Context: an optimization exercise on an open-source flow, tuned for small area. The choices shown serve that exercise and are no tape-out recipe. In this exercise RTL edits were held to simulation tests only and were not proved equivalent to the original. Power figures rest on the tool's default switching activity, not on a simulated workload.

## flow/design.v (module list and top-level ports; edited modules follow where they fit)
// module koki_core: 892 lines
// module koki_h74: 32 lines
module koki_h74 (
    input  wire        clk,
    input  wire        rst,
    input  wire        cmd_we,
    input  wire [31:0] cmd,
    output wire [35:0] res,
    output wire [1:0]  status      
);
  // ...
==> flow/flow/run.sh <==
#!/bin/bash
# Own layout flow: the standard layout (standard.sh) with
#  - synthesis by flow/synth.tcl: the standard flow's synthesis script, but ABC maps
#    for area (flow/abc.script) and no adder cells are extracted;
#  - the port buffers that global placement inserts made from buf_1.
# Registers, their names and cell types are those of the standard synthesis.
set -euo pipefail
HERE=$(pwd)
export OWN_ABC_SCRIPT="$HERE/flow/abc.script"
export BUFFER_PORTS_ARGS="-buffer_cell sky130_fd_sc_hd__buf_1"
bash standard.sh SYNTH_SCRIPT="$HERE/flow/synth.tcl" ADDER_MAP_FILE= finish > standard.log 2>&1
==> flow/flow/abc.script <==
strash
dch -f
map -D 3500
topo
stime -c
==> flow/flow/synth.tcl <==
# The standard flow's synthesis script (synth_recipe.tcl) with two changes: every abc
# call maps with the area-oriented script flow/abc.script, and the caller
# sets ADDER_MAP_FILE empty so no half/full adder cells are extracted.
proc synth {args} { yosys synth -nofsm -noshare {*}$args }
proc abc {args} {
  set i [lsearch -exact $args -script]
  if { $i >= 0 } {
    set args [lreplace $args [expr {$i + 1}] [expr {$i + 1}] $::env(OWN_ABC_SCRIPT)]
  }
  yosys abc {*}$args
}
source $::env(SCRIPTS_DIR)/synth.tcl
# left out here: clear keep_hierarchy, flatten, clean up, hide names made inside functions, write 1_2_yosys.v
==> flow/standard.sh <==
#!/bin/bash
# synth_recipe.tcl (not shown) runs the flow's synth.tcl, then flattens the netlist and writes it again
# the make line also repeats each setting of config.mk as NAME=value (left out here)
make -C /OpenROAD-flow-scripts/flow DESIGN_CONFIG=/design/flow/config.mk WORK_HOME=/design/flow/orfs CLKGATE_MAP_FILE= SYNTH_SCRIPT=/design/flow/synth_recipe.tcl "${@:-finish}"
==> flow/config.mk <==
export PLATFORM = sky130hd
export DESIGN_NAME = koki_h74
export DESIGN_NICKNAME = koki_h74
export VERILOG_FILES = /design/flow/design.v
export SDC_FILE = /design/flow/constraint.sdc
export NUM_CORES = 4
export LEC_CHECK = 0
export ABC_AREA = 1
export CAP_MARGIN = 20
export CORE_MARGIN = 2
export CORE_UTILIZATION = 35
export GPL_TIMING_DRIVEN = 0
export SLEW_MARGIN = 20
export SYNTH_MEMORY_MAX_BITS = 32768
==> flow/constraint.sdc <==
create_clock -name core_clock -period 7.0 [get_ports {clk}]
set_input_delay 1.4000 -clock core_clock [delete_from_list [all_inputs] [get_ports {clk}]]
set_output_delay 1.4000 -clock core_clock [all_outputs]
set_load 0.01 [all_outputs]
==> results_dict.tcl, run 1 <==
set metrics [dict create \
    cts_tree "yes" \
    worst-endpoint-arrival_ps 6660 \
    yosys-mux-area-fraction_pct 0 \
    detailed_place.area_um2 3974 \
    io_buffer_count 72 \
    outcome "finished clean" \
    multi_input_comb_cells 510 \
    hold_fails_final_rpt 0 \
    worst_hold_path.endpoint "grid_q" \
    cts.sink_count 23 \
    synth_edf_count 0 \
    mappedNetlistNets 667 \
    grt.met3_usage_pct 1.692 \
    worst-path-buf-inv 7 \
    hold_class "flip-flop to flip-flop" \
    layout_setup_ws_ps 530.5 \
    critPathRequiredTime_ps 7190 \
    comb_power_share_pct 56.4 \
    critical-path-max-stage-delay_ps 440 \
    finalWeightedCongestion 0.9706 \
    cts.path.max_buffers 2 \
    num-nonclk-inverters 96 \
    core_area_um2 9774 \
    dieHeight_um 104.3 \
    setup.worst_path.class "input port to flip-flop" \
    synth-simple-area-share_pct 33.13 \
    timing.critical_path.fanout_max 15 \
    worst_slew_margin_rel_pct 34.41 \
    layout_common_cells "sky130_fd_sc_hd__nand2_1 (116), sky130_fd_sc_hd__clkinv_1 (88), sky130_fd_sc_hd__nor2_1 (74), sky130_fd_sc_hd__a21oi_1 (68), sky130_fd_sc_hd__buf_1 (63)" \
    grt_antenna_before_repair 0 \
    worstSetupStartpointType "input port" \
    start_util_pct 36.05 \
    top_area_cell_class "multi-input gates" \
    wl_um 15120 \
    synth_most_common_cell "sky130_fd_sc_hd__nand2_1" \
]
==> module koki_h74, before the edit <==
module koki_h74 (
    input  wire        clk,
    input  wire        rst,
    input  wire        cmd_we,
    input  wire [31:0] cmd,
    output wire [35:0] res,
    output wire [1:0]  status      
);
    reg  [19:0] m_q;
    reg         grid_q, inv_q, ill_q;
    wire [19:0] m_d;
    wire        grid_d, inv_d, ill_d;
    koki_core u_core (
        .cmd_we(cmd_we), .cmd(cmd),
        .m_q(m_q), .grid_q(grid_q), .inv_q(inv_q), .ill_q(ill_q),
        .m_d(m_d), .grid_d(grid_d), .inv_d(inv_d), .ill_d(ill_d),
        .res(res), .status(status)
    );
    always @(posedge clk) begin
        if (rst) begin
            m_q    <= 20'd0;
            grid_q <= 1'b0;
            inv_q  <= 1'b0;
            ill_q  <= 1'b0;
        end else begin
            m_q    <= m_d;
            grid_q <= grid_d;
            inv_q  <= inv_d;
            ill_q  <= ill_d;
        end
    end
endmodule
==> run 2, diff against run 1 <==
==> flow/design.v (replaced) <==
module koki_core (
    input wire rst,
    input wire cmd_we,
    input wire [31:0] cmd,
    input wire [19:0] m_q,
    input wire grid_q,
    input wire inv_q,
    input wire ill_q,
    output wire [19:0] m_d,
    output wire grid_d,
    output wire inv_d,
    output wire ill_d,
    output wire [35:0] res,
    output wire [1:0] status
);
  wire new_n119, new_n120, new_n121, new_n122, new_n123, new_n124, new_n125, new_n126, new_n127, new_n128, new_n129, new_n130, new_n131, new_n132, new_n133, new_n134, new_n135, new_n136, new_n137, new_n138, new_n139, new_n140, new_n141, new_n142, new_n143, new_n144, new_n145, new_n146, new_n147, new_n148, new_n149, new_n150, new_n151, new_n152, new_n153, new_n154, new_n155, new_n156, new_n157, new_n158, new_n159, new_n160, new_n161, new_n162, new_n163, new_n164, new_n165, new_n166, new_n167, new_n168, new_n169, new_n170, new_n171, new_n172, new_n173, new_n174, new_n175, new_n176, new_n177, new_n178, new_n179, new_n180, new_n181, new_n182, new_n183, new_n184, new_n185, new_n186, new_n187, new_n188, new_n189, new_n190, new_n191, new_n192, new_n193, new_n194, new_n195, new_n196, new_n197, new_n198, new_n199, new_n200, new_n201, new_n202, new_n203, new_n204, new_n205, new_n206, new_n207, new_n208, new_n209, new_n210, new_n211, new_n212, new_n213, new_n214, new_n215, new_n216, new_n217, new_n218, new_n219, new_n220, new_n221, new_n222, new_n223, new_n224, new_n225, new_n226, new_n227, new_n228, new_n229, new_n230, new_n231, new_n232, new_n233, new_n234, new_n235, new_n236, new_n237, new_n238, new_n239, new_n240, new_n241, new_n242, new_n243, new_n244, new_n245, new_n246, new_n247, new_n248, new_n249, new_n250, new_n251, new_n252, new_n253, new_n254, new_n255, new_n256, new_n257, new_n258, new_n259, new_n260, new_n261, new_n262, new_n263, new_n264, new_n265, new_n266, new_n267, new_n268, new_n269, new_n270, new_n271, new_n272, new_n273, new_n274, new_n275, new_n276, new_n277, new_n278, new_n279, new_n280, new_n281, new_n282, new_n283, new_n284, new_n285, new_n286, new_n287, new_n288, new_n289, new_n290, new_n291, new_n292, new_n293, new_n294, new_n295, new_n296, new_n297, new_n298, new_n299, new_n300, new_n301, new_n302, new_n303, new_n304, new_n305, new_n306, new_n307, new_n308, new_n309, new_n310, new_n311, new_n312, new_n313, new_n314, new_n315, new_n316, new_n317, new_n318, new_n319, new_n320, new_n321, new_n322, new_n323, new_n324, new_n325, new_n326, new_n327, new_n328, new_n329, new_n330, new_n331, new_n332, new_n333, new_n334, new_n335, new_n336, new_n337, new_n338, new_n339, new_n340, new_n341, new_n342, new_n343, new_n344, new_n345, new_n346, new_n347, new_n348, new_n349, new_n350, new_n351, new_n352, new_n353, new_n354, new_n355, new_n356, new_n357, new_n358, new_n359, new_n360, new_n361, new_n362, new_n363, new_n364, new_n365, new_n366, new_n367, new_n368, new_n369, new_n370, new_n371, new_n372, new_n373, new_n374, new_n375, new_n376, new_n377, new_n378, new_n379, new_n380, new_n381, new_n382, new_n383, new_n384, new_n385, new_n386, new_n387, new_n388, new_n389, new_n390, new_n391, new_n392, new_n393, new_n394, new_n395, new_n396, new_n397, new_n398, new_n399, new_n400, new_n401, new_n402, new_n403, new_n404, new_n405, new_n406, new_n407, new_n408, new_n409, new_n410, new_n411, new_n412, new_n413, new_n414, new_n415, new_n416, new_n417, new_n418, new_n419, new_n420, new_n421, new_n422, new_n423, new_n424, new_n425, new_n426, new_n427, new_n428, new_n429, new_n430, new_n431, new_n432, new_n433, new_n434, new_n435, new_n436, new_n437, new_n438, new_n439, new_n440, new_n441, new_n442, new_n443, new_n444, new_n445, new_n446, new_n447, new_n448, new_n449, new_n450, new_n451, new_n452, new_n453, new_n454, new_n455, new_n456, new_n457, new_n458, new_n459, new_n460, new_n461, new_n462, new_n463, new_n464, new_n465, new_n466, new_n467, new_n468, new_n469, new_n470, new_n471, new_n472, new_n473, new_n474, new_n475, new_n476, new_n477, new_n478, new_n479, new_n480, new_n481, new_n482, new_n483, new_n484, new_n485, new_n486, new_n487, new_n488, new_n489, new_n490, new_n491, new_n492, new_n493, new_n494, new_n495, new_n496, new_n497, new_n498, new_n499, new_n500, new_n501, new_n502, new_n503, new_n504, new_n505, new_n506, new_n507, new_n508, new_n509, new_n510, new_n511, new_n512, new_n513, new_n514, new_n515, new_n516, new_n517, new_n518, new_n519, new_n520, new_n521, new_n522, new_n523, new_n524, new_n525, new_n526, new_n527, new_n528, new_n529, new_n530, new_n531, new_n532, new_n533, new_n534, new_n535, new_n536, new_n537, new_n538, new_n539, new_n540, new_n541, new_n542, new_n543, new_n544, new_n545, new_n546, new_n547, new_n548, new_n549, new_n550, new_n551, new_n552, new_n553, new_n554, new_n555, new_n556, new_n557, new_n558, new_n559, new_n560, new_n561, new_n562, new_n563, new_n564, new_n565, new_n566, new_n567, new_n568, new_n569, new_n570, new_n571, new_n572, new_n573, new_n574, new_n575, new_n576, new_n577, new_n578, new_n579, new_n580, new_n581, new_n582, new_n584, new_n585, new_n586, new_n587, new_n588, new_n589, new_n590, new_n591, new_n592, new_n593, new_n594, new_n595, new_n596, new_n597, new_n598, new_n599, new_n600, new_n601, new_n602, new_n603, new_n604, new_n605, new_n606, new_n607, new_n609, new_n610, new_n611, new_n612, new_n613, new_n614, new_n615, new_n616, new_n617, new_n618, new_n619, new_n620, new_n621, new_n622, new_n623, new_n624, new_n625, new_n626, new_n627, new_n628, new_n629, new_n630, new_n632, new_n633, new_n634, new_n635, new_n636, new_n637, new_n638, new_n639, new_n640, new_n641, new_n642, new_n643, new_n644, new_n645, new_n646, new_n647, new_n648, new_n649, new_n650, new_n651, new_n652, new_n653, new_n655, new_n656, new_n657, new_n658, new_n659, new_n660, new_n661, new_n662, new_n663, new_n664, new_n665, new_n666, new_n667, new_n669, new_n670, new_n671, new_n672, new_n673, new_n674, new_n675, new_n676, new_n677, new_n678, new_n679, new_n680, new_n682, new_n683, new_n684, new_n685, new_n686, new_n687, new_n688, new_n689, new_n690, new_n691, new_n692, new_n693, new_n694, new_n696, new_n697, new_n698, new_n699, new_n700, new_n701, new_n702, new_n703, new_n704, new_n706, new_n707, new_n708, new_n709, new_n710, new_n711, new_n712, new_n713, new_n714, new_n715, new_n716, new_n717, new_n718, new_n719, new_n720, new_n722, new_n723, new_n724, new_n725, new_n726, new_n727, new_n728, new_n729, new_n730, new_n732, new_n733, new_n734, new_n735, new_n736, new_n737, new_n739, new_n740, new_n741, new_n742, new_n743, new_n745, new_n746, new_n747, new_n748, new_n750, new_n751, new_n752, new_n753, new_n755, new_n756, new_n757, new_n758, new_n760, new_n761, new_n762, new_n763, new_n765, new_n766, new_n767, new_n768, new_n770, new_n771, new_n772, new_n773, new_n775, new_n776, new_n777, new_n778, new_n780, new_n781, new_n782, new_n784, new_n785, new_n787, new_n788, new_n789, new_n790, new_n791, new_n792, new_n793, new_n794, new_n795, new_n796, new_n797, new_n798, new_n799, new_n800, new_n801, new_n802, new_n803, new_n804, new_n805, new_n806, new_n807, new_n808, new_n809, new_n810, new_n811, new_n812, new_n813, new_n814, new_n815, new_n816, new_n817, new_n818, new_n819, new_n820, new_n821, new_n822, new_n823, new_n824, new_n826, new_n827, new_n829, new_n830, new_n831, new_n832, new_n833, new_n834, new_n835, new_n836, new_n838, new_n839, new_n840, new_n841, new_n842, new_n843, new_n844, new_n845, new_n846, new_n847, new_n849, new_n850, new_n851, new_n852, new_n853, new_n854, new_n855, new_n856, new_n857, new_n858, new_n860, new_n861, new_n862, new_n863, new_n864, new_n865, new_n866, new_n867, new_n868, new_n869, new_n871, new_n872, new_n873, new_n874, new_n875, new_n876, new_n877, new_n878, new_n879, new_n880, new_n882, new_n883, new_n884, new_n885, new_n886, new_n887, new_n888, new_n889, new_n891, new_n892, new_n893, new_n894, new_n895, new_n896, new_n897, new_n898, new_n900, new_n901, new_n902, new_n903, new_n904, new_n905, new_n906, new_n907, new_n909, new_n910, new_n911, new_n912, new_n913, new_n914, new_n915, new_n916, new_n918, new_n919, new_n920, new_n921, new_n922, new_n923, new_n924, new_n925, new_n926, new_n928, new_n929, new_n931, new_n932, new_n934, new_n935, new_n937, new_n938, new_n940, new_n941, new_n942, new_n944, new_n945, new_n946, new_n947, new_n948, new_n949, new_n951, new_n952, new_n953, new_n954, new_n955, new_n956, new_n958, new_n959, new_n960, new_n961, new_n962, new_n963, new_n965, new_n966, new_n967, new_n968, new_n969, new_n970, new_n972, new_n973, new_n974, new_n975, new_n976, new_n978, new_n980, new_n982, new_n984, new_n987, new_n989, new_n991, new_n993, new_n995, new_n997, new_n999, new_n1001, new_n1003, new_n1005;
  assign new_n119 = ~cmd[30] & cmd[31] ;
  assign new_n120 = cmd[28] & ~cmd[29] ;
  assign new_n121 = ~cmd[20] & ~cmd[21] ;
  assign new_n122 = cmd[22] & ~new_n121;
  assign new_n123 = new_n120 & ~new_n122;
  assign new_n124 = ~cmd[28] & cmd[29] ;
  assign new_n125 = ~cmd[20] & ~cmd[22] ;
  assign new_n126 = ~cmd[21] & new_n125;
  assign new_n127 = new_n124 & new_n126;
  assign new_n128 = ~new_n123 & ~new_n127;
  assign new_n129 = new_n119 & ~new_n128;
  assign new_n130 = cmd[30] & ~cmd[31] ;
  assign new_n131 = cmd[28] & cmd[29] ;
  assign new_n132 = new_n130 & new_n131;
  assign new_n133 = new_n124 & new_n130;
  assign new_n134 = ~cmd[28] & ~cmd[29] ;
  assign new_n135 = new_n119 & new_n134;
  assign new_n136 = ~new_n133 & ~new_n135;
  assign new_n137 = new_n126 & ~new_n136;
  assign new_n138 = ~new_n132 & ~new_n137;
  assign new_n139 = ~cmd[7] & ~new_n138;
  assign new_n140 = new_n120 & new_n130;
  assign new_n141 = ~cmd[4] & ~cmd[5] ;
  assign new_n142 = ~cmd[6] & ~cmd[7] ;
  assign new_n143 = new_n141 & new_n142;
  assign new_n144 = new_n140 & new_n143;
  assign new_n145 = ~cmd[30] & new_n134;
  assign new_n146 = cmd[31] & ~new_n131;
  assign new_n147 = cmd[30] & ~new_n134;
  assign new_n148 = ~new_n146 & ~new_n147;
  assign new_n149 = ~new_n145 & new_n148;
  assign new_n150 = ~new_n144 & ~new_n149;
  assign new_n151 = new_n126 & ~new_n150;
  assign new_n152 = ~new_n139 & ~new_n151;
  assign new_n153 = ~cmd[16] & ~cmd[17] ;
  assign new_n154 = ~cmd[18] & ~cmd[19] ;
  assign new_n155 = new_n153 & new_n154;
  assign new_n156 = ~cmd[12] & ~cmd[13] ;
  assign new_n157 = ~cmd[14] & ~cmd[15] ;
  assign new_n158 = new_n156 & new_n157;
  assign new_n159 = ~cmd[8] & ~cmd[9] ;
  assign new_n160 = ~cmd[10] & ~cmd[11] ;
  assign new_n161 = new_n159 & new_n160;
  assign new_n162 = new_n158 & new_n161;
  assign new_n163 = new_n155 & new_n162;
  assign new_n164 = ~new_n152 & new_n163;
  assign new_n165 = ~new_n129 & ~new_n164;
  assign new_n166 = ~cmd[23] & ~cmd[24] ;
  assign new_n167 = ~cmd[25] & ~cmd[26] ;
  assign new_n168 = ~cmd[27] & new_n167;
  assign new_n169 = new_n166 & new_n168;
  assign new_n170 = ~new_n165 & new_n169;
  assign new_n171 = cmd_we & new_n170;
  assign new_n172 = ~rst & new_n171;
  assign new_n173 = cmd[29] & new_n172;
  assign new_n174 = ~cmd[30] & ~cmd[31] ;
  assign new_n175 = cmd[28] & new_n174;
  assign new_n176 = new_n173 & new_n175;
  assign new_n177 = ~cmd[6] & cmd[29] ;
  assign new_n178 = cmd[31] & new_n120;
  assign new_n179 = cmd[6] & ~cmd[29] ;
  assign new_n180 = ~new_n178 & new_n179;
  assign new_n181 = ~new_n177 & ~new_n180;
  assign new_n182 = ~cmd[5] & cmd[29] ;
  assign new_n183 = cmd[4] & ~new_n178;
  assign new_n184 = ~cmd[31] & ~new_n124;
  assign new_n185 = ~new_n120 & new_n184;
  assign new_n186 = ~new_n134 & new_n146;
  assign new_n187 = ~new_n185 & ~new_n186;
  assign new_n188 = cmd[6] & cmd[7] ;
  assign new_n189 = cmd[3] & cmd[4] ;
  assign new_n190 = ~cmd[1] & ~cmd[2] ;
  assign new_n191 = new_n189 & ~new_n190;
  assign new_n192 = ~cmd[5] & ~new_n191;
  assign new_n193 = cmd[7] & ~new_n192;
  assign new_n194 = ~new_n188 & ~new_n193;
  assign new_n195 = new_n187 & ~new_n194;
  assign new_n196 = ~cmd[29] & ~new_n195;
  assign new_n197 = ~new_n146 & ~new_n184;
  assign new_n198 = cmd[1] & cmd[3] ;
  assign new_n199 = cmd[2] & cmd[3] ;
  assign new_n200 = ~cmd[4] & ~new_n199;
  assign new_n201 = ~new_n198 & new_n200;
  assign new_n202 = ~cmd[5] & new_n201;
  assign new_n203 = ~cmd[6] & new_n202;
  assign new_n204 = cmd[7] & ~new_n203;
  assign new_n205 = new_n197 & new_n204;
  assign new_n206 = ~new_n196 & ~new_n205;
  assign new_n207 = new_n183 & ~new_n206;
  assign new_n208 = ~new_n183 & new_n206;
  assign new_n209 = ~new_n207 & ~new_n208;
  assign new_n210 = ~cmd[3] & ~cmd[4] ;
  assign new_n211 = cmd[1] & cmd[2] ;
  assign new_n212 = cmd[0] & new_n211;
  assign new_n213 = ~cmd[4] & ~new_n212;
  assign new_n214 = ~new_n210 & ~new_n213;
  assign new_n215 = cmd[5] & new_n214;
  assign new_n216 = cmd[6] & new_n215;
  assign new_n217 = ~new_n194 & ~new_n216;
  assign new_n218 = ~cmd[2] & ~cmd[3] ;
  assign new_n219 = cmd[4] & cmd[5] ;
  assign new_n220 = ~new_n218 & new_n219;
  assign new_n221 = new_n142 & ~new_n220;
  assign new_n222 = new_n187 & ~new_n221;
  assign new_n223 = ~new_n217 & new_n222;
  assign new_n224 = ~cmd[29] & ~new_n223;
  assign new_n225 = ~cmd[3] & ~new_n212;
  assign new_n226 = cmd[4] & ~new_n225;
  assign new_n227 = ~cmd[5] & ~new_n226;
  assign new_n228 = cmd[6] & ~new_n227;
  assign new_n229 = new_n204 & ~new_n228;
  assign new_n230 = cmd[5] & ~new_n200;
  assign new_n231 = new_n142 & ~new_n230;
  assign new_n232 = new_n197 & ~new_n231;
  assign new_n233 = ~new_n229 & new_n232;
  assign new_n234 = ~new_n224 & ~new_n233;
  assign new_n235 = cmd[20] & ~cmd[22] ;
  assign new_n236 = ~cmd[21] & new_n235;
  assign new_n237 = cmd[7] & new_n236;
  assign new_n238 = cmd[19] & cmd[22] ;
  assign new_n239 = ~new_n237 & ~new_n238;
  assign new_n240 = cmd[21] & new_n235;
  assign new_n241 = cmd[15] & new_n240;
  assign new_n242 = cmd[21] & new_n125;
  assign new_n243 = cmd[11] & new_n242;
  assign new_n244 = cmd[3] & new_n126;
  assign new_n245 = ~new_n243 & ~new_n244;
  assign new_n246 = ~new_n241 & new_n245;
  assign new_n247 = new_n239 & new_n246;
  assign new_n248 = ~new_n234 & ~new_n247;
  assign new_n249 = ~cmd[6] & ~new_n219;
  assign new_n250 = ~new_n202 & new_n249;
  assign new_n251 = cmd[7] & ~new_n250;
  assign new_n252 = ~new_n228 & new_n251;
  assign new_n253 = ~cmd[3] & ~new_n211;
  assign new_n254 = new_n141 & new_n253;
  assign new_n255 = new_n231 & ~new_n254;
  assign new_n256 = cmd[6] & ~cmd[7] ;
  assign new_n257 = ~cmd[5] & ~new_n214;
  assign new_n258 = new_n256 & ~new_n257;
  assign new_n259 = ~new_n255 & ~new_n258;
  assign new_n260 = ~new_n252 & new_n259;
  assign new_n261 = new_n187 & ~new_n260;
  assign new_n262 = cmd[29] & ~new_n261;
  assign new_n263 = ~new_n202 & ~new_n220;
  assign new_n264 = ~cmd[6] & ~new_n263;
  assign new_n265 = ~cmd[5] & cmd[6] ;
  assign new_n266 = ~cmd[0] & ~cmd[2] ;
  assign new_n267 = new_n191 & ~new_n266;
  assign new_n268 = new_n265 & ~new_n267;
  assign new_n269 = ~new_n264 & ~new_n268;
  assign new_n270 = ~cmd[7] & ~new_n269;
  assign new_n271 = ~cmd[29] & new_n187;
  assign new_n272 = new_n141 & new_n218;
  assign new_n273 = cmd[6] & ~new_n272;
  assign new_n274 = ~new_n215 & new_n273;
  assign new_n275 = ~new_n194 & ~new_n274;
  assign new_n276 = new_n271 & ~new_n275;
  assign new_n277 = ~new_n270 & new_n276;
  assign new_n278 = ~new_n262 & ~new_n277;
  assign new_n279 = cmd[6] & new_n236;
  assign new_n280 = cmd[18] & cmd[22] ;
  assign new_n281 = ~new_n279 & ~new_n280;
  assign new_n282 = cmd[14] & new_n240;
  assign new_n283 = cmd[2] & new_n126;
  assign new_n284 = cmd[10] & new_n242;
  assign new_n285 = ~new_n283 & ~new_n284;
  assign new_n286 = ~new_n282 & new_n285;
  assign new_n287 = new_n281 & new_n286;
  assign new_n288 = new_n278 & ~new_n287;
  assign new_n289 = ~new_n278 & new_n287;
  assign new_n290 = ~new_n288 & ~new_n289;
  assign new_n291 = ~cmd[5] & ~new_n201;
  assign new_n292 = ~new_n219 & ~new_n291;
  assign new_n293 = ~cmd[6] & cmd[7] ;
  assign new_n294 = ~cmd[1] & new_n266;
  assign new_n295 = cmd[3] & ~new_n294;
  assign new_n296 = cmd[4] & ~cmd[5] ;
  assign new_n297 = new_n295 & new_n296;
  assign new_n298 = new_n293 & ~new_n297;
  assign new_n299 = ~new_n292 & new_n298;
  assign new_n300 = new_n230 & ~new_n267;
  assign new_n301 = ~new_n190 & ~new_n211;
  assign new_n302 = ~cmd[3] & new_n301;
  assign new_n303 = new_n141 & ~new_n199;
  assign new_n304 = ~new_n302 & new_n303;
  assign new_n305 = ~new_n300 & ~new_n304;
  assign new_n306 = new_n142 & ~new_n305;
  assign new_n307 = new_n187 & ~new_n306;
  assign new_n308 = ~new_n299 & new_n307;
  assign new_n309 = cmd[5] & ~new_n201;
  assign new_n310 = new_n258 & ~new_n309;
  assign new_n311 = ~new_n210 & new_n227;
  assign new_n312 = new_n210 & new_n294;
  assign new_n313 = cmd[5] & ~new_n312;
  assign new_n314 = cmd[6] & ~new_n313;
  assign new_n315 = cmd[7] & new_n314;
  assign new_n316 = ~new_n311 & new_n315;
  assign new_n317 = ~new_n310 & ~new_n316;
  assign new_n318 = new_n308 & new_n317;
  assign new_n319 = cmd[29] & ~new_n318;
  assign new_n320 = ~new_n190 & ~new_n266;
  assign new_n321 = cmd[3] & new_n320;
  assign new_n322 = cmd[4] & ~new_n321;
  assign new_n323 = ~cmd[0] & ~cmd[1] ;
  assign new_n324 = cmd[2] & ~new_n323;
  assign new_n325 = ~cmd[3] & ~new_n324;
  assign new_n326 = ~cmd[4] & ~new_n325;
  assign new_n327 = ~cmd[5] & ~new_n326;
  assign new_n328 = ~new_n322 & new_n327;
  assign new_n329 = cmd[5] & ~new_n189;
  assign new_n330 = cmd[6] & ~new_n329;
  assign new_n331 = ~new_n328 & new_n330;
  assign new_n332 = ~cmd[1] & ~cmd[5] ;
  assign new_n333 = new_n218 & new_n332;
  assign new_n334 = ~new_n141 & ~new_n333;
  assign new_n335 = new_n201 & ~new_n218;
  assign new_n336 = ~new_n334 & ~new_n335;
  assign new_n337 = ~cmd[6] & ~new_n220;
  assign new_n338 = ~new_n336 & new_n337;
  assign new_n339 = ~cmd[7] & ~new_n338;
  assign new_n340 = ~new_n331 & new_n339;
  assign new_n341 = cmd[5] & new_n321;
  assign new_n342 = new_n193 & new_n249;
  assign new_n343 = ~new_n341 & new_n342;
  assign new_n344 = new_n188 & ~new_n267;
  assign new_n345 = new_n215 & new_n344;
  assign new_n346 = cmd[2] & ~cmd[4] ;
  assign new_n347 = ~cmd[2] & cmd[4] ;
  assign new_n348 = ~new_n346 & ~new_n347;
  assign new_n349 = cmd[3] & new_n211;
  assign new_n350 = ~new_n218 & ~new_n349;
  assign new_n351 = new_n348 & ~new_n350;
  assign new_n352 = cmd[7] & new_n265;
  assign new_n353 = ~new_n351 & new_n352;
  assign new_n354 = new_n271 & ~new_n353;
  assign new_n355 = ~new_n345 & new_n354;
  assign new_n356 = ~new_n343 & new_n355;
  assign new_n357 = ~new_n340 & new_n356;
  assign new_n358 = ~new_n319 & ~new_n357;
  assign new_n359 = cmd[13] & new_n240;
  assign new_n360 = cmd[17] & cmd[22] ;
  assign new_n361 = ~new_n359 & ~new_n360;
  assign new_n362 = cmd[5] & new_n236;
  assign new_n363 = cmd[9] & new_n242;
  assign new_n364 = cmd[1] & new_n126;
  assign new_n365 = ~new_n363 & ~new_n364;
  assign new_n366 = ~new_n362 & new_n365;
  assign new_n367 = new_n361 & new_n366;
  assign new_n368 = new_n358 & ~new_n367;
  assign new_n369 = ~new_n358 & new_n367;
  assign new_n370 = ~new_n368 & ~new_n369;
  assign new_n371 = ~new_n218 & new_n322;
  assign new_n372 = new_n230 & ~new_n371;
  assign new_n373 = new_n321 & new_n348;
  assign new_n374 = ~cmd[5] & ~new_n373;
  assign new_n375 = ~new_n372 & ~new_n374;
  assign new_n376 = new_n142 & ~new_n375;
  assign new_n377 = cmd[4] & ~new_n295;
  assign new_n378 = ~new_n325 & new_n377;
  assign new_n379 = new_n291 & ~new_n378;
  assign new_n380 = ~new_n295 & new_n329;
  assign new_n381 = ~cmd[6] & ~new_n380;
  assign new_n382 = ~new_n379 & new_n381;
  assign new_n383 = new_n225 & ~new_n294;
  assign new_n384 = ~new_n189 & ~new_n210;
  assign new_n385 = ~cmd[5] & new_n384;
  assign new_n386 = ~new_n383 & new_n385;
  assign new_n387 = new_n314 & ~new_n386;
  assign new_n388 = cmd[7] & ~new_n387;
  assign new_n389 = ~new_n382 & new_n388;
  assign new_n390 = new_n213 & new_n321;
  assign new_n391 = ~cmd[5] & ~new_n390;
  assign new_n392 = ~new_n309 & ~new_n391;
  assign new_n393 = ~new_n191 & new_n256;
  assign new_n394 = ~new_n392 & new_n393;
  assign new_n395 = new_n197 & ~new_n394;
  assign new_n396 = ~new_n389 & new_n395;
  assign new_n397 = ~new_n376 & new_n396;
  assign new_n398 = ~cmd[3] & new_n294;
  assign new_n399 = new_n322 & ~new_n398;
  assign new_n400 = cmd[3] & new_n213;
  assign new_n401 = ~new_n399 & ~new_n400;
  assign new_n402 = cmd[5] & ~new_n401;
  assign new_n403 = ~new_n199 & ~new_n218;
  assign new_n404 = cmd[2] & new_n323;
  assign new_n405 = ~new_n403 & ~new_n404;
  assign new_n406 = new_n141 & new_n405;
  assign new_n407 = new_n296 & ~new_n349;
  assign new_n408 = new_n188 & ~new_n407;
  assign new_n409 = ~new_n406 & new_n408;
  assign new_n410 = ~new_n402 & new_n409;
  assign new_n411 = ~new_n253 & ~new_n321;
  assign new_n412 = cmd[4] & ~new_n411;
  assign new_n413 = new_n327 & ~new_n412;
  assign new_n414 = ~cmd[4] & new_n225;
  assign new_n415 = new_n329 & ~new_n414;
  assign new_n416 = new_n256 & ~new_n415;
  assign new_n417 = ~new_n413 & new_n416;
  assign new_n418 = new_n271 & ~new_n417;
  assign new_n419 = ~cmd[4] & cmd[5] ;
  assign new_n420 = new_n411 & new_n419;
  assign new_n421 = ~cmd[4] & ~new_n295;
  assign new_n422 = new_n192 & ~new_n421;
  assign new_n423 = new_n199 & new_n219;
  assign new_n424 = new_n293 & ~new_n423;
  assign new_n425 = ~new_n422 & new_n424;
  assign new_n426 = ~new_n420 & new_n425;
  assign new_n427 = ~cmd[1] & ~cmd[3] ;
  assign new_n428 = ~new_n198 & ~new_n427;
  assign new_n429 = ~cmd[2] & new_n428;
  assign new_n430 = ~cmd[4] & ~new_n429;
  assign new_n431 = ~cmd[0] & ~cmd[4] ;
  assign new_n432 = ~new_n334 & ~new_n431;
  assign new_n433 = ~new_n430 & new_n432;
  assign new_n434 = cmd[4] & ~new_n405;
  assign new_n435 = new_n210 & ~new_n320;
  assign new_n436 = cmd[5] & ~new_n435;
  assign new_n437 = ~new_n434 & new_n436;
  assign new_n438 = new_n142 & ~new_n437;
  assign new_n439 = ~new_n433 & new_n438;
  assign new_n440 = ~new_n426 & ~new_n439;
  assign new_n441 = new_n418 & new_n440;
  assign new_n442 = ~new_n410 & new_n441;
  assign new_n443 = ~new_n397 & ~new_n442;
  assign new_n444 = cmd[8] & new_n242;
  assign new_n445 = cmd[16] & cmd[22] ;
  assign new_n446 = ~new_n444 & ~new_n445;
  assign new_n447 = cmd[12] & new_n240;
  assign new_n448 = cmd[0] & new_n126;
  assign new_n449 = cmd[4] & new_n236;
  assign new_n450 = ~new_n448 & ~new_n449;
  assign new_n451 = ~new_n447 & new_n450;
  assign new_n452 = new_n446 & new_n451;
  assign new_n453 = ~new_n443 & ~new_n452;
  assign new_n454 = ~cmd[29] & ~new_n442;
  assign new_n455 = ~new_n453 & ~new_n454;
  assign new_n456 = new_n370 & ~new_n455;
  assign new_n457 = ~new_n368 & ~new_n456;
  assign new_n458 = new_n290 & ~new_n457;
  assign new_n459 = ~new_n288 & ~new_n458;
  assign new_n460 = new_n234 & new_n247;
  assign new_n461 = ~new_n248 & ~new_n460;
  assign new_n462 = ~new_n459 & new_n461;
  assign new_n463 = ~new_n248 & ~new_n462;
  assign new_n464 = new_n209 & ~new_n463;
  assign new_n465 = cmd[5] & ~cmd[29] ;
  assign new_n466 = ~new_n178 & new_n465;
  assign new_n467 = ~new_n207 & ~new_n466;
  assign new_n468 = ~new_n464 & new_n467;
  assign new_n469 = ~new_n182 & ~new_n468;
  assign new_n470 = new_n181 & new_n469;
  assign new_n471 = ~new_n181 & ~new_n469;
  assign new_n472 = ~new_n470 & ~new_n471;
  assign new_n473 = ~new_n182 & ~new_n466;
  assign new_n474 = ~new_n207 & ~new_n464;
  assign new_n475 = ~new_n473 & new_n474;
  assign new_n476 = new_n473 & ~new_n474;
  assign new_n477 = ~new_n475 & ~new_n476;
  assign new_n478 = ~new_n209 & new_n463;
  assign new_n479 = ~new_n464 & ~new_n478;
  assign new_n480 = new_n459 & ~new_n461;
  assign new_n481 = ~new_n462 & ~new_n480;
  assign new_n482 = ~new_n290 & new_n457;
  assign new_n483 = ~new_n458 & ~new_n482;
  assign new_n484 = new_n443 & new_n452;
  assign new_n485 = ~new_n453 & ~new_n484;
  assign new_n486 = ~new_n370 & new_n455;
  assign new_n487 = ~new_n456 & ~new_n486;
  assign new_n488 = new_n485 & new_n487;
  assign new_n489 = new_n483 & new_n488;
  assign new_n490 = new_n481 & new_n489;
  assign new_n491 = new_n479 & new_n490;
  assign new_n492 = new_n477 & new_n491;
  assign new_n493 = ~new_n472 & ~new_n492;
  assign new_n494 = ~new_n479 & ~new_n490;
  assign new_n495 = ~new_n477 & new_n494;
  assign new_n496 = new_n477 & ~new_n494;
  assign new_n497 = ~new_n495 & ~new_n496;
  assign new_n498 = new_n493 & ~new_n497;
  assign new_n499 = new_n472 & new_n497;
  assign new_n500 = ~new_n498 & ~new_n499;
  assign new_n501 = ~new_n180 & ~new_n470;
  assign new_n502 = cmd[7] & ~cmd[29] ;
  assign new_n503 = ~cmd[7] & cmd[29] ;
  assign new_n504 = ~new_n502 & ~new_n503;
  assign new_n505 = ~new_n178 & ~new_n504;
  assign new_n506 = ~new_n501 & new_n505;
  assign new_n507 = new_n501 & ~new_n505;
  assign new_n508 = ~new_n506 & ~new_n507;
  assign new_n509 = ~new_n483 & ~new_n488;
  assign new_n510 = new_n481 & ~new_n509;
  assign new_n511 = ~new_n481 & new_n509;
  assign new_n512 = ~new_n510 & ~new_n511;
  assign new_n513 = new_n487 & ~new_n512;
  assign new_n514 = ~new_n487 & new_n512;
  assign new_n515 = ~new_n513 & ~new_n514;
  assign new_n516 = new_n508 & ~new_n515;
  assign new_n517 = ~new_n508 & new_n515;
  assign new_n518 = ~new_n516 & ~new_n517;
  assign new_n519 = new_n500 & new_n518;
  assign new_n520 = ~new_n500 & ~new_n518;
  assign new_n521 = ~new_n519 & ~new_n520;
  assign new_n522 = new_n176 & new_n521;
  assign new_n523 = cmd[0] & cmd[4] ;
  assign new_n524 = ~new_n431 & ~new_n523;
  assign new_n525 = ~cmd[2] & ~cmd[6] ;
  assign new_n526 = cmd[2] & cmd[6] ;
  assign new_n527 = ~new_n525 & ~new_n526;
  assign new_n528 = ~new_n524 & ~new_n527;
  assign new_n529 = new_n524 & new_n527;
  assign new_n530 = ~new_n528 & ~new_n529;
  assign new_n531 = new_n133 & new_n172;
  assign new_n532 = new_n530 & new_n531;
  assign new_n533 = ~rst & ~new_n171;
  assign new_n534 = m_q[0] & new_n533;
  assign new_n535 = ~new_n532 & ~new_n534;
  assign new_n536 = ~new_n131 & new_n174;
  assign new_n537 = cmd[31] & new_n134;
  assign new_n538 = ~cmd[31] & ~new_n134;
  assign new_n539 = ~new_n537 & ~new_n538;
  assign new_n540 = ~new_n536 & ~new_n539;
  assign new_n541 = new_n172 & ~new_n540;
  assign new_n542 = new_n485 & new_n541;
  assign new_n543 = new_n172 & new_n537;
  assign new_n544 = ~new_n132 & new_n530;
  assign new_n545 = cmd[20] & new_n132;
  assign new_n546 = ~new_n544 & ~new_n545;
  assign new_n547 = cmd[5] & ~cmd[6] ;
  assign new_n548 = ~new_n265 & ~new_n547;
  assign new_n549 = new_n301 & new_n548;
  assign new_n550 = ~new_n301 & ~new_n548;
  assign new_n551 = ~new_n549 & ~new_n550;
  assign new_n552 = ~new_n132 & ~new_n551;
  assign new_n553 = cmd[21] & new_n132;
  assign new_n554 = ~new_n552 & ~new_n553;
  assign new_n555 = ~new_n546 & ~new_n554;
  assign new_n556 = new_n384 & new_n548;
  assign new_n557 = ~new_n384 & ~new_n548;
  assign new_n558 = ~new_n556 & ~new_n557;
  assign new_n559 = ~new_n132 & ~new_n558;
  assign new_n560 = cmd[22] & new_n132;
  assign new_n561 = ~new_n559 & ~new_n560;
  assign new_n562 = new_n555 & ~new_n561;
  assign new_n563 = cmd[6] & ~new_n562;
  assign new_n564 = ~cmd[6] & new_n562;
  assign new_n565 = ~new_n563 & ~new_n564;
  assign new_n566 = new_n543 & ~new_n565;
  assign new_n567 = ~new_n542 & ~new_n566;
  assign new_n568 = new_n140 & new_n172;
  assign new_n569 = ~cmd[0] & ~new_n403;
  assign new_n570 = cmd[0] & new_n403;
  assign new_n571 = ~new_n569 & ~new_n570;
  assign new_n572 = new_n568 & new_n571;
  assign new_n573 = new_n132 & new_n172;
  assign new_n574 = ~new_n546 & new_n554;
  assign new_n575 = new_n561 & new_n574;
  assign new_n576 = ~cmd[0] & ~new_n575;
  assign new_n577 = cmd[0] & new_n575;
  assign new_n578 = ~new_n576 & ~new_n577;
  assign new_n579 = new_n573 & new_n578;
  assign new_n580 = ~new_n572 & ~new_n579;
  assign new_n581 = new_n567 & new_n580;
  assign new_n582 = new_n535 & new_n581;
  assign m_d[0] = new_n522 | ~new_n582;
  assign new_n584 = new_n487 & new_n541;
  assign new_n585 = new_n531 & ~new_n551;
  assign new_n586 = new_n546 & ~new_n554;
  assign new_n587 = new_n561 & new_n586;
  assign new_n588 = cmd[1] & new_n587;
  assign new_n589 = ~cmd[1] & ~new_n587;
  assign new_n590 = ~new_n588 & ~new_n589;
  assign new_n591 = new_n573 & new_n590;
  assign new_n592 = ~new_n561 & new_n586;
  assign new_n593 = cmd[5] & ~new_n592;
  assign new_n594 = ~cmd[5] & new_n592;
  assign new_n595 = ~new_n593 & ~new_n594;
  assign new_n596 = new_n543 & ~new_n595;
  assign new_n597 = ~new_n591 & ~new_n596;
  assign new_n598 = ~new_n585 & new_n597;
  assign new_n599 = new_n176 & ~new_n485;
  assign new_n600 = m_q[1] & new_n533;
  assign new_n601 = ~cmd[0] & ~new_n428;
  assign new_n602 = cmd[0] & new_n428;
  assign new_n603 = ~new_n601 & ~new_n602;
  assign new_n604 = new_n568 & new_n603;
  assign new_n605 = ~new_n600 & ~new_n604;
  assign new_n606 = ~new_n599 & new_n605;
  assign new_n607 = new_n598 & new_n606;
  assign m_d[1] = new_n584 | ~new_n607;
  assign new_n609 = ~new_n485 & ~new_n487;
  assign new_n610 = ~new_n488 & ~new_n609;
  assign new_n611 = new_n176 & new_n610;
  assign new_n612 = new_n483 & new_n541;
  assign new_n613 = m_q[2] & new_n533;
  assign new_n614 = ~new_n561 & new_n574;
  assign new_n615 = ~cmd[4] & ~new_n614;
  assign new_n616 = cmd[4] & new_n614;
  assign new_n617 = ~new_n615 & ~new_n616;
  assign new_n618 = new_n543 & new_n617;
  assign new_n619 = ~new_n613 & ~new_n618;
  assign new_n620 = new_n531 & ~new_n558;
  assign new_n621 = cmd[3] & new_n568;
  assign new_n622 = new_n555 & new_n561;
  assign new_n623 = ~cmd[2] & new_n622;
  assign new_n624 = cmd[2] & ~new_n622;
  assign new_n625 = ~new_n623 & ~new_n624;
  assign new_n626 = new_n573 & ~new_n625;
  assign new_n627 = ~new_n621 & ~new_n626;
  assign new_n628 = ~new_n620 & new_n627;
  assign new_n629 = new_n619 & new_n628;
  assign new_n630 = ~new_n612 & new_n629;
  assign m_d[2] = new_n611 | ~new_n630;
  assign new_n632 = ~new_n489 & ~new_n509;
  assign new_n633 = new_n485 & ~new_n632;
  assign new_n634 = new_n483 & ~new_n485;
  assign new_n635 = ~new_n633 & ~new_n634;
  assign new_n636 = new_n176 & new_n635;
  assign new_n637 = new_n481 & new_n541;
  assign new_n638 = m_q[3] & new_n533;
  assign new_n639 = ~cmd[0] & ~new_n301;
  assign new_n640 = cmd[0] & new_n301;
  assign new_n641 = ~new_n639 & ~new_n640;
  assign new_n642 = new_n568 & new_n641;
  assign new_n643 = ~new_n638 & ~new_n642;
  assign new_n644 = new_n543 & ~new_n625;
  assign new_n645 = new_n546 & new_n554;
  assign new_n646 = ~new_n561 & new_n645;
  assign new_n647 = ~cmd[3] & ~new_n646;
  assign new_n648 = cmd[3] & new_n646;
  assign new_n649 = ~new_n647 & ~new_n648;
  assign new_n650 = new_n573 & new_n649;
  assign new_n651 = ~new_n644 & ~new_n650;
  assign new_n652 = new_n643 & new_n651;
  assign new_n653 = ~new_n637 & new_n652;
  assign m_d[3] = new_n636 | ~new_n653;
  assign new_n655 = ~new_n481 & ~new_n489;
  assign new_n656 = ~new_n490 & ~new_n655;
  assign new_n657 = ~new_n610 & new_n656;
  assign new_n658 = ~new_n481 & new_n610;
  assign new_n659 = ~new_n657 & ~new_n658;
  assign new_n660 = new_n176 & ~new_n659;
  assign new_n661 = new_n479 & new_n541;
  assign new_n662 = cmd[2] & new_n568;
  assign new_n663 = m_q[4] & new_n533;
  assign new_n664 = new_n573 & new_n617;
  assign new_n665 = ~new_n663 & ~new_n664;
  assign new_n666 = ~new_n662 & new_n665;
  assign new_n667 = ~new_n661 & new_n666;
  assign m_d[4] = new_n660 | ~new_n667;
  assign new_n669 = ~new_n491 & ~new_n494;
  assign new_n670 = ~new_n632 & new_n669;
  assign new_n671 = ~new_n479 & new_n632;
  assign new_n672 = ~new_n670 & ~new_n671;
  assign new_n673 = new_n176 & ~new_n672;
  assign new_n674 = new_n477 & new_n541;
  assign new_n675 = cmd[1] & new_n568;
  assign new_n676 = new_n573 & ~new_n595;
  assign new_n677 = m_q[5] & new_n533;
  assign new_n678 = ~new_n676 & ~new_n677;
  assign new_n679 = ~new_n675 & new_n678;
  assign new_n680 = ~new_n674 & new_n679;
  assign m_d[5] = new_n673 | ~new_n680;
  assign new_n682 = ~new_n477 & ~new_n491;
  assign new_n683 = ~new_n492 & ~new_n682;
  assign new_n684 = ~new_n656 & ~new_n683;
  assign new_n685 = new_n477 & new_n656;
  assign new_n686 = ~new_n684 & ~new_n685;
  assign new_n687 = new_n176 & new_n686;
  assign new_n688 = new_n472 & new_n541;
  assign new_n689 = cmd[0] & new_n568;
  assign new_n690 = m_q[6] & new_n533;
  assign new_n691 = ~new_n565 & new_n573;
  assign new_n692 = ~new_n690 & ~new_n691;
  assign new_n693 = ~new_n689 & new_n692;
  assign new_n694 = ~new_n688 & new_n693;
  assign m_d[6] = new_n687 | ~new_n694;
  assign new_n696 = new_n472 & new_n492;
  assign new_n697 = ~new_n493 & ~new_n696;
  assign new_n698 = ~new_n669 & ~new_n697;
  assign new_n699 = new_n472 & new_n669;
  assign new_n700 = ~new_n698 & ~new_n699;
  assign new_n701 = new_n176 & new_n700;
  assign new_n702 = m_q[7] & new_n533;
  assign new_n703 = ~new_n508 & new_n541;
  assign new_n704 = ~new_n702 & ~new_n703;
  assign m_d[7] = new_n701 | ~new_n704;
  assign new_n706 = new_n508 & new_n696;
  assign new_n707 = ~new_n508 & ~new_n696;
  assign new_n708 = ~new_n706 & ~new_n707;
  assign new_n709 = ~new_n683 & ~new_n708;
  assign new_n710 = new_n508 & new_n683;
  assign new_n711 = ~new_n709 & ~new_n710;
  assign new_n712 = new_n176 & ~new_n711;
  assign new_n713 = ~new_n146 & ~new_n174;
  assign new_n714 = ~new_n538 & new_n713;
  assign new_n715 = new_n172 & new_n714;
  assign new_n716 = new_n521 & new_n715;
  assign new_n717 = m_q[8] & new_n533;
  assign new_n718 = cmd[8] & new_n173;
  assign new_n719 = ~new_n717 & ~new_n718;
  assign new_n720 = ~new_n716 & new_n719;
  assign m_d[8] = new_n712 | ~new_n720;
  assign new_n722 = ~new_n521 & new_n697;
  assign new_n723 = new_n521 & ~new_n697;
  assign new_n724 = ~new_n722 & ~new_n723;
  assign new_n725 = new_n176 & ~new_n724;
  assign new_n726 = cmd[9] & new_n173;
  assign new_n727 = ~new_n485 & new_n715;
  assign new_n728 = m_q[9] & new_n533;
  assign new_n729 = ~new_n727 & ~new_n728;
  assign new_n730 = ~new_n726 & new_n729;
  assign m_d[9] = new_n725 | ~new_n730;
  assign new_n732 = new_n175 & ~new_n708;
  assign new_n733 = ~cmd[10] & ~new_n732;
  assign new_n734 = new_n173 & ~new_n733;
  assign new_n735 = m_q[10] & new_n533;
  assign new_n736 = new_n610 & new_n715;
  assign new_n737 = ~new_n735 & ~new_n736;
  assign m_d[10] = new_n734 | ~new_n737;
  assign new_n739 = new_n635 & new_n715;
  assign new_n740 = m_q[11] & new_n533;
  assign new_n741 = cmd[11] & new_n173;
  assign new_n742 = ~new_n740 & ~new_n741;
  assign new_n743 = ~new_n739 & new_n742;
  assign m_d[11] = new_n522 | ~new_n743;
  assign new_n745 = ~new_n659 & new_n715;
  assign new_n746 = m_q[12] & new_n533;
  assign new_n747 = cmd[12] & new_n173;
  assign new_n748 = ~new_n746 & ~new_n747;
  assign m_d[12] = new_n745 | ~new_n748;
  assign new_n750 = ~new_n672 & new_n715;
  assign new_n751 = m_q[13] & new_n533;
  assign new_n752 = cmd[13] & new_n173;
  assign new_n753 = ~new_n751 & ~new_n752;
  assign m_d[13] = new_n750 | ~new_n753;
  assign new_n755 = new_n686 & new_n715;
  assign new_n756 = m_q[14] & new_n533;
  assign new_n757 = cmd[14] & new_n173;
  assign new_n758 = ~new_n756 & ~new_n757;
  assign m_d[14] = new_n755 | ~new_n758;
  assign new_n760 = new_n700 & new_n715;
  assign new_n761 = m_q[15] & new_n533;
  assign new_n762 = cmd[15] & new_n173;
  assign new_n763 = ~new_n761 & ~new_n762;
  assign m_d[15] = new_n760 | ~new_n763;
  assign new_n765 = ~new_n711 & new_n715;
  assign new_n766 = m_q[16] & new_n533;
  assign new_n767 = cmd[16] & new_n173;
  assign new_n768 = ~new_n766 & ~new_n767;
  assign m_d[16] = new_n765 | ~new_n768;
  assign new_n770 = new_n715 & ~new_n724;
  assign new_n771 = m_q[17] & new_n533;
  assign new_n772 = cmd[17] & new_n173;
  assign new_n773 = ~new_n771 & ~new_n772;
  assign m_d[17] = new_n770 | ~new_n773;
  assign new_n775 = ~new_n708 & new_n715;
  assign new_n776 = m_q[18] & new_n533;
  assign new_n777 = cmd[18] & new_n173;
  assign new_n778 = ~new_n776 & ~new_n777;
  assign m_d[18] = new_n775 | ~new_n778;
  assign new_n780 = cmd[19] & new_n173;
  assign new_n781 = m_q[19] & new_n533;
  assign new_n782 = ~new_n780 & ~new_n781;
  assign m_d[19] = new_n716 | ~new_n782;
  assign new_n784 = grid_q & new_n533;
  assign new_n785 = cmd[31] & new_n173;
  assign grid_d = new_n784 | new_n785;
  assign new_n787 = inv_q & new_n533;
  assign new_n788 = new_n188 & new_n219;
  assign new_n789 = new_n188 & new_n419;
  assign new_n790 = ~new_n218 & new_n789;
  assign new_n791 = ~new_n788 & ~new_n790;
  assign new_n792 = ~cmd[3] & new_n789;
  assign new_n793 = new_n404 & new_n792;
  assign new_n794 = ~cmd[30] & new_n197;
  assign new_n795 = ~new_n793 & new_n794;
  assign new_n796 = ~new_n791 & new_n795;
  assign new_n797 = new_n212 & new_n792;
  assign new_n798 = new_n143 & new_n429;
  assign new_n799 = new_n198 & new_n266;
  assign new_n800 = new_n788 & new_n799;
  assign new_n801 = ~new_n798 & ~new_n800;
  assign new_n802 = ~new_n797 & new_n801;
  assign new_n803 = cmd[1] & cmd[5] ;
  assign new_n804 = ~new_n332 & ~new_n803;
  assign new_n805 = ~cmd[3] & ~cmd[7] ;
  assign new_n806 = cmd[3] & cmd[7] ;
  assign new_n807 = ~new_n805 & ~new_n806;
  assign new_n808 = new_n804 & new_n807;
  assign new_n809 = new_n529 & new_n808;
  assign new_n810 = ~new_n293 & ~new_n296;
  assign new_n811 = ~new_n256 & ~new_n419;
  assign new_n812 = new_n810 & ~new_n811;
  assign new_n813 = ~new_n810 & new_n811;
  assign new_n814 = ~new_n812 & ~new_n813;
  assign new_n815 = new_n809 & new_n814;
  assign new_n816 = ~new_n143 & ~new_n804;
  assign new_n817 = ~new_n807 & new_n816;
  assign new_n818 = new_n528 & new_n817;
  assign new_n819 = ~new_n815 & ~new_n818;
  assign new_n820 = new_n802 & new_n819;
  assign new_n821 = ~cmd[29] & new_n175;
  assign new_n822 = ~new_n820 & new_n821;
  assign new_n823 = ~new_n796 & ~new_n822;
  assign new_n824 = new_n172 & ~new_n823;
  assign inv_d = new_n787 | new_n824;
  assign new_n826 = cmd_we & ~new_n170;
  assign new_n827 = ~ill_q & ~new_n826;
  assign ill_d = ~rst & ~new_n827;
  assign new_n829 = ~m_q[3] & grid_q;
  assign new_n830 = m_q[2] & new_n829;
  assign new_n831 = m_q[3] & grid_q;
  assign new_n832 = ~m_q[2] & new_n831;
  assign new_n833 = ~new_n830 & ~new_n832;
  assign new_n834 = m_q[0] & new_n833;
  assign new_n835 = ~m_q[0] & ~new_n833;
  assign new_n836 = ~inv_q & ~new_n835;
  assign res[0] = new_n834 | ~new_n836;
  assign new_n838 = ~m_q[4] & ~m_q[6] ;
  assign new_n839 = m_q[4] & m_q[6] ;
  assign new_n840 = ~new_n838 & ~new_n839;
  assign new_n841 = ~m_q[7] & grid_q;
  assign new_n842 = new_n840 & new_n841;
  assign new_n843 = m_q[7] & grid_q;
  assign new_n844 = ~new_n840 & new_n843;
  assign new_n845 = m_q[1] & ~grid_q;
  assign new_n846 = ~inv_q & ~new_n845;
  assign new_n847 = ~new_n844 & new_n846;
  assign res[1] = new_n842 | ~new_n847;
  assign new_n849 = ~m_q[8] & ~m_q[10] ;
  assign new_n850 = m_q[8] & m_q[10] ;
  assign new_n851 = ~new_n849 & ~new_n850;
  assign new_n852 = ~m_q[11] & grid_q;
  assign new_n853 = new_n851 & new_n852;
  assign new_n854 = m_q[11] & grid_q;
  assign new_n855 = ~new_n851 & new_n854;
  assign new_n856 = m_q[2] & ~grid_q;
  assign new_n857 = ~inv_q & ~new_n856;
  assign new_n858 = ~new_n855 & new_n857;
  assign res[2] = new_n853 | ~new_n858;
  assign new_n860 = ~m_q[12] & ~m_q[14] ;
  assign new_n861 = m_q[12] & m_q[14] ;
  assign new_n862 = ~new_n860 & ~new_n861;
  assign new_n863 = ~m_q[15] & grid_q;
  assign new_n864 = new_n862 & new_n863;
  assign new_n865 = m_q[15] & grid_q;
  assign new_n866 = ~new_n862 & new_n865;
  assign new_n867 = m_q[3] & ~grid_q;
  assign new_n868 = ~inv_q & ~new_n867;
  assign new_n869 = ~new_n866 & new_n868;
  assign res[3] = new_n864 | ~new_n869;
  assign new_n871 = ~m_q[16] & ~m_q[19] ;
  assign new_n872 = m_q[16] & m_q[19] ;
  assign new_n873 = ~new_n871 & ~new_n872;
  assign new_n874 = ~m_q[18] & grid_q;
  assign new_n875 = new_n873 & new_n874;
  assign new_n876 = m_q[18] & grid_q;
  assign new_n877 = ~new_n873 & new_n876;
  assign new_n878 = m_q[4] & ~grid_q;
  assign new_n879 = ~inv_q & ~new_n878;
  assign new_n880 = ~new_n877 & new_n879;
  assign res[4] = new_n875 | ~new_n880;
  assign new_n882 = m_q[0] & ~m_q[1] ;
  assign new_n883 = ~m_q[0] & m_q[1] ;
  assign new_n884 = ~new_n882 & ~new_n883;
  assign new_n885 = new_n831 & new_n884;
  assign new_n886 = new_n829 & ~new_n884;
  assign new_n887 = m_q[5] & ~grid_q;
  assign new_n888 = ~inv_q & ~new_n887;
  assign new_n889 = ~new_n886 & new_n888;
  assign res[5] = new_n885 | ~new_n889;
  assign new_n891 = m_q[4] & ~m_q[5] ;
  assign new_n892 = ~m_q[4] & m_q[5] ;
  assign new_n893 = ~new_n891 & ~new_n892;
  assign new_n894 = new_n843 & new_n893;
  assign new_n895 = new_n841 & ~new_n893;
  assign new_n896 = m_q[6] & ~grid_q;
  assign new_n897 = ~inv_q & ~new_n896;
  assign new_n898 = ~new_n895 & new_n897;
  assign res[6] = new_n894 | ~new_n898;
  assign new_n900 = m_q[8] & ~m_q[9] ;
  assign new_n901 = ~m_q[8] & m_q[9] ;
  assign new_n902 = ~new_n900 & ~new_n901;
  assign new_n903 = new_n854 & new_n902;
  assign new_n904 = new_n852 & ~new_n902;
  assign new_n905 = m_q[7] & ~grid_q;
  assign new_n906 = ~inv_q & ~new_n905;
  assign new_n907 = ~new_n904 & new_n906;
  assign res[7] = new_n903 | ~new_n907;
  assign new_n909 = m_q[12] & ~m_q[13] ;
  assign new_n910 = ~m_q[12] & m_q[13] ;
  assign new_n911 = ~new_n909 & ~new_n910;
  assign new_n912 = new_n865 & new_n911;
  assign new_n913 = new_n863 & ~new_n911;
  assign new_n914 = m_q[8] & ~grid_q;
  assign new_n915 = ~inv_q & ~new_n914;
  assign new_n916 = ~new_n913 & new_n915;
  assign res[8] = new_n912 | ~new_n916;
  assign new_n918 = m_q[16] & ~m_q[17] ;
  assign new_n919 = ~m_q[16] & m_q[17] ;
  assign new_n920 = ~new_n918 & ~new_n919;
  assign new_n921 = ~m_q[19] & ~new_n920;
  assign new_n922 = m_q[19] & new_n920;
  assign new_n923 = ~new_n921 & ~new_n922;
  assign new_n924 = grid_q & ~new_n923;
  assign new_n925 = m_q[9] & ~grid_q;
  assign new_n926 = ~inv_q & ~new_n925;
  assign res[9] = new_n924 | ~new_n926;
  assign new_n928 = m_q[10] & ~grid_q;
  assign new_n929 = ~inv_q & ~new_n831;
  assign res[10] = new_n928 | ~new_n929;
  assign new_n931 = m_q[11] & ~grid_q;
  assign new_n932 = ~inv_q & ~new_n843;
  assign res[11] = new_n931 | ~new_n932;
  assign new_n934 = m_q[12] & ~grid_q;
  assign new_n935 = ~inv_q & ~new_n854;
  assign res[12] = new_n934 | ~new_n935;
  assign new_n937 = m_q[13] & ~grid_q;
  assign new_n938 = ~inv_q & ~new_n865;
  assign res[13] = new_n937 | ~new_n938;
  assign new_n940 = m_q[19] & grid_q;
  assign new_n941 = m_q[14] & ~grid_q;
  assign new_n942 = ~inv_q & ~new_n941;
  assign res[14] = new_n940 | ~new_n942;
  assign new_n944 = ~m_q[2] & ~new_n884;
  assign new_n945 = m_q[2] & new_n884;
  assign new_n946 = ~new_n944 & ~new_n945;
  assign new_n947 = grid_q & ~new_n946;
  assign new_n948 = m_q[15] & ~grid_q;
  assign new_n949 = ~inv_q & ~new_n948;
  assign res[15] = new_n947 | ~new_n949;
  assign new_n951 = ~m_q[6] & ~new_n893;
  assign new_n952 = m_q[6] & new_n893;
  assign new_n953 = ~new_n951 & ~new_n952;
  assign new_n954 = grid_q & ~new_n953;
  assign new_n955 = m_q[16] & ~grid_q;
  assign new_n956 = ~inv_q & ~new_n955;
  assign res[16] = new_n954 | ~new_n956;
  assign new_n958 = ~m_q[10] & ~new_n902;
  assign new_n959 = m_q[10] & new_n902;
  assign new_n960 = ~new_n958 & ~new_n959;
  assign new_n961 = grid_q & ~new_n960;
  assign new_n962 = m_q[17] & ~grid_q;
  assign new_n963 = ~inv_q & ~new_n962;
  assign res[17] = new_n961 | ~new_n963;
  assign new_n965 = ~m_q[14] & ~new_n911;
  assign new_n966 = m_q[14] & new_n911;
  assign new_n967 = ~new_n965 & ~new_n966;
  assign new_n968 = grid_q & ~new_n967;
  assign new_n969 = m_q[18] & ~grid_q;
  assign new_n970 = ~inv_q & ~new_n969;
  assign res[18] = new_n968 | ~new_n970;
  assign new_n972 = new_n876 & new_n920;
  assign new_n973 = new_n874 & ~new_n920;
  assign new_n974 = m_q[19] & ~grid_q;
  assign new_n975 = ~inv_q & ~new_n974;
  assign new_n976 = ~new_n973 & new_n975;
  assign res[19] = new_n972 | ~new_n976;
  assign new_n978 = m_q[2] & grid_q;
  assign res[20] = inv_q | new_n978;
  assign new_n980 = m_q[6] & grid_q;
  assign res[21] = inv_q | new_n980;
  assign new_n982 = m_q[10] & grid_q;
  assign res[22] = inv_q | new_n982;
  assign new_n984 = m_q[14] & grid_q;
  assign res[23] = inv_q | new_n984;
  assign res[24] = inv_q | new_n876;
  assign new_n987 = m_q[1] & grid_q;
  assign res[25] = inv_q | new_n987;
  assign new_n989 = m_q[5] & grid_q;
  assign res[26] = inv_q | new_n989;
  assign new_n991 = m_q[9] & grid_q;
  assign res[27] = inv_q | new_n991;
  assign new_n993 = m_q[13] & grid_q;
  assign res[28] = inv_q | new_n993;
  assign new_n995 = m_q[17] & grid_q;
  assign res[29] = inv_q | new_n995;
  assign new_n997 = m_q[0] & grid_q;
  assign res[30] = inv_q | new_n997;
  assign new_n999 = m_q[4] & grid_q;
  assign res[31] = inv_q | new_n999;
  assign new_n1001 = m_q[8] & grid_q;
  assign res[32] = inv_q | new_n1001;
  assign new_n1003 = m_q[12] & grid_q;
  assign res[33] = inv_q | new_n1003;
  assign new_n1005 = m_q[16] & grid_q;
  assign res[34] = inv_q | new_n1005;
  assign res[35] = inv_q;
  assign status[0] = inv_q;
  assign status[1] = ill_q;
endmodule
module koki_h74 (
    input  wire        clk,
    input  wire        rst,
    input  wire        cmd_we,
    input  wire [31:0] cmd,
    output wire [35:0] res,
    output wire [1:0]  status      
);
    reg  [19:0] m_q;
    reg         grid_q, ill_q;
    reg         ninv_q;                   
    wire        inv_q = ~ninv_q;
    wire [19:0] m_d;
    wire        grid_d, inv_d, ill_d;
    koki_core u_core (
        .rst(rst), .cmd_we(cmd_we), .cmd(cmd),
        .m_q(m_q), .grid_q(grid_q), .inv_q(inv_q), .ill_q(ill_q),
        .m_d(m_d), .grid_d(grid_d), .inv_d(inv_d), .ill_d(ill_d),
        .res(res), .status(status)
    );
    always @(posedge clk) begin
        m_q    <= m_d;
        grid_q <= grid_d;
        ninv_q <= ~inv_d;
        ill_q  <= ill_d;
    end
endmodule
--- a/flow/config.mk
+++ b/flow/config.mk
@@ -6,9 +6,10 @@
 export NUM_CORES = 4
 export LEC_CHECK = 0
 export ABC_AREA = 1
 export CAP_MARGIN = 20
 export CORE_MARGIN = 2
 export CORE_UTILIZATION = 35
 export GPL_TIMING_DRIVEN = 0
 export SLEW_MARGIN = 20
+export SYNTH_HIERARCHICAL = 1
 export SYNTH_MEMORY_MAX_BITS = 32768
==> run 2 against run 1 <==
Power rose by 3.5%; critical path type unchanged; global-route usage shrank 2.6 points; sequential share of layout area up 0.55 points; clock skew unchanged; non-clock buffer count decreased by 7; synthesized cell count decreased by 2.5%; first-iteration DRC count increased by 25%; worst setup slack better by 55 ps; still clean on timing, DRC and antenna; largest power group unchanged; final area shrank 4.7%; critical endpoint is now m_q[9]; register-to-register slack worse by 1100 ps.
==> results_dict.tcl, run 2 <==
set metrics [dict create \
    outcome "finished clean" \
    crit_path_start "cmd[2]" \
    peak_ir_drop_on_the_vdd_network_uv 89.01 \
    cts.sink_count 23 \
    hold_fails_final_rpt 0 \
    core_area_um2 9684 \
    avgViaCountPerCell 5.708 \
    layout_worst_path_cycle_share_pct 91.63 \
    hold_class "flip-flop to flip-flop" \
    sequentialPowerShare_pct 25.6 \
    syn-cell-area_um2 3475 \
    layout_common_cells "sky130_fd_sc_hd__clkinv_1 (102), sky130_fd_sc_hd__nor2_1 (102), sky130_fd_sc_hd__nand2_1 (89), sky130_fd_sc_hd__buf_1 (71), sky130_fd_sc_hd__o21ai_0 (60)" \
    floorplan_die_area_um2 10740 \
    layout_setup_ws_ps 585.8 \
    ctsRootBufferMaster "sky130_fd_sc_hd__clkbuf_8" \
    critPathRequiredTime_ps 7140 \
    start_util_pct 35.88 \
    synth.top_cells.by_area "sky130_fd_sc_hd__dfxtp_1 (13%), sky130_fd_sc_hd__clkinv_1 (11%), sky130_fd_sc_hd__nor2_1 (11%), sky130_fd_sc_hd__nand2_1 (9.6%), sky130_fd_sc_hd__o21ai_0 (8.6%)" \
    worstSetupStartpointType "input port" \
    comb_power_share_pct 58.1 \
    final_net_count 728 \
    area_growth_syn_to_layout_pct 14.15 \
    drtPass1Iterations 5 \
    cts_tree "yes" \
    ctsHoldBuffers 0 \
    startpoint_of_the_worst_register_to_register_path "grid_q" \
    most_flops_register "m_q" \
    mappedNetlistNets 651 \
    setup.worst_path.class "input port to flip-flop" \
    dieHeight_um 103.6 \
    wl_um 13540 \
    worst-endpoint-arrival_ps 6560 \
    finalSetupViolations 0 \
    synth.top_cell.area_share_pct 13.25 \
    globalRouteOverflowTotal 0 \
    synth_flop_type "sky130_fd_sc_hd__dfxtp_1" \
    htree_levels 1 \
    grt_antenna_before_repair 0 \
    synth_most_common_cell "sky130_fd_sc_hd__clkinv_1" \
    p_int_uw 256.1 \
    timing.critical_path.fanout_max 10 \
    buffer_count_from_post_cts_setup_fixing 0 \
    cts.path.max_buffers 2 \
    finalWeightedCongestion 1.064 \
    io_buffer_count 72 \
    worst_slew_margin_rel_pct 32.90 \
    synth_edf_count 0 \
    detail_route.iter0.violations 469 \
    finalMaxSlewViolations 0 \
]
run 2: changes by cell type after synthesis, moves of 12 or more:
cell,delta
sky130_fd_sc_hd__nor2_1,+21
sky130_fd_sc_hd__o211ai_1,+18
sky130_fd_sc_hd__a22oi_1,-18
sky130_fd_sc_hd__nand2_1,-29
sky130_fd_sc_hd__o21ai_0,+12
sky130_fd_sc_hd__a21oi_1,-31
run 2: power by group through the flow:
stage | clock network [mW] | logic [mW] | registers [mW]
floorplan | 0 | 0.197 | 0.135
global placement | 0 | 0.286 | 0.135
detailed placement | 0 | 0.286 | 0.135
CTS | 0.0861 | 0.288 | 0.132
global route | 0.0872 | 0.328 | 0.132
finish | 0.0833 | 0.298 | 0.132
run 2: cells by family after synthesis:
| logic type | after synthesis | synth area share [%] |
|---|---|---|
| flip-flops | 23 | 13.25 |
| AND/OR/NAND/NOR | 266 | 32.48 |
| buffers and inverters | 107 | 11.88 |
| XOR/XNOR | 35 | 8.822 |
| AO/OA/AOI/OAI | 185 | 33.56 |
run 2: metrics by stage:
stage | instances | utilization (%) | area (um^2) | hold WS [ps]
floorplan | 616 | - | 3475 | 441.4
global placement | 821 | 40.39 | 3911 | 458.1
detailed placement | 821 | 40.39 | 3911 | 476.5
CTS | 825 | 40.87 | 3958 | 496.3
global route | 825 | 40.96 | 3966 | 547.8
finish | 825 | 40.96 | 3966 | 486.8
run 2: area by class of cell:
type	count	area, um^2	share of cell area [%]
plain buffers	3	22.52	0.5678
repair buffers	72	271.5	6.845
multi-input cells	486	2601	65.58
flip-flops and latches	23	460.4	11.61
inverters	104	397.9	10.03
well taps	133	166.4	4.196
clock buffers	3	41.29	1.041
clock inverters	1	5.005	0.1262
run 2: per-layer routing:
layer / up-vias / GRT usage [%] / part of all wire (%)
met5: - / 0 / 0
met4: 0 / 10.81 / 4.0
met3: 40 / 2.580 / 7.7
met1: 2098 / 32.62 / 44
li1: 2305 / - / -
met2: 266 / 39.07 / 44
run 2: modules after synthesis, one instance, submodules excluded:
module	cell area (um^2)	copies in the design	flip-flops and latches
koki_core	3007	1	0
koki_h74	467.9	1	23
run 2: worst paths after layout:
check	cells after the start	end	slack, ps
worst max-delay path	28	m_q[9]	590
worst min-delay path	2	ill_q	490
worst max register to register	2	grid_q	4670
worst min register to register	2	ill_q	490
run 2: repair_timing:
item	CTS	global route
endpoints found under the hold margin	0	0
resized for setup	0	3
endpoints found under the setup margin	0	6
run 2: worst max-delay path, stage by stage:
cell and delay [ps]:
sky130_fd_sc_hd__buf_1 450, sky130_fd_sc_hd__clkinv_1 490, sky130_fd_sc_hd__nor3_1 460, sky130_fd_sc_hd__nor2_1 140
sky130_fd_sc_hd__nor2_1 120, sky130_fd_sc_hd__clkinv_1 90, sky130_fd_sc_hd__a21oi_1 220, sky130_fd_sc_hd__o21ai_0 130
sky130_fd_sc_hd__o31ai_1 90, sky130_fd_sc_hd__o21ai_0 120, sky130_fd_sc_hd__nand2_1 140, sky130_fd_sc_hd__xor2_1 210
sky130_fd_sc_hd__nand2_1 90, sky130_fd_sc_hd__nand2_1 70, sky130_fd_sc_hd__nand3_1 80, sky130_fd_sc_hd__nand2_1 90
sky130_fd_sc_hd__nand2_1 60, sky130_fd_sc_hd__nand2_1 60, sky130_fd_sc_hd__clkinv_1 70, sky130_fd_sc_hd__nor2_1 130
sky130_fd_sc_hd__clkinv_1 100, sky130_fd_sc_hd__a21oi_1 230, sky130_fd_sc_hd__a21oi_1 120, sky130_fd_sc_hd__xnor2_1 480
sky130_fd_sc_hd__xor2_1 210, sky130_fd_sc_hd__xor2_1 350, sky130_fd_sc_hd__xor2_1 220, sky130_fd_sc_hd__o221ai_1 120

Re-timed with assumed drivers on the ports (clkbuf_16 on the clock, buf_2 on other inputs), run 2 has 0.585 ns of setup slack against 0.586 ns with ideal ports, and 0.297 ns once port delays also move by the mid clock arrival of 0.288 ns.
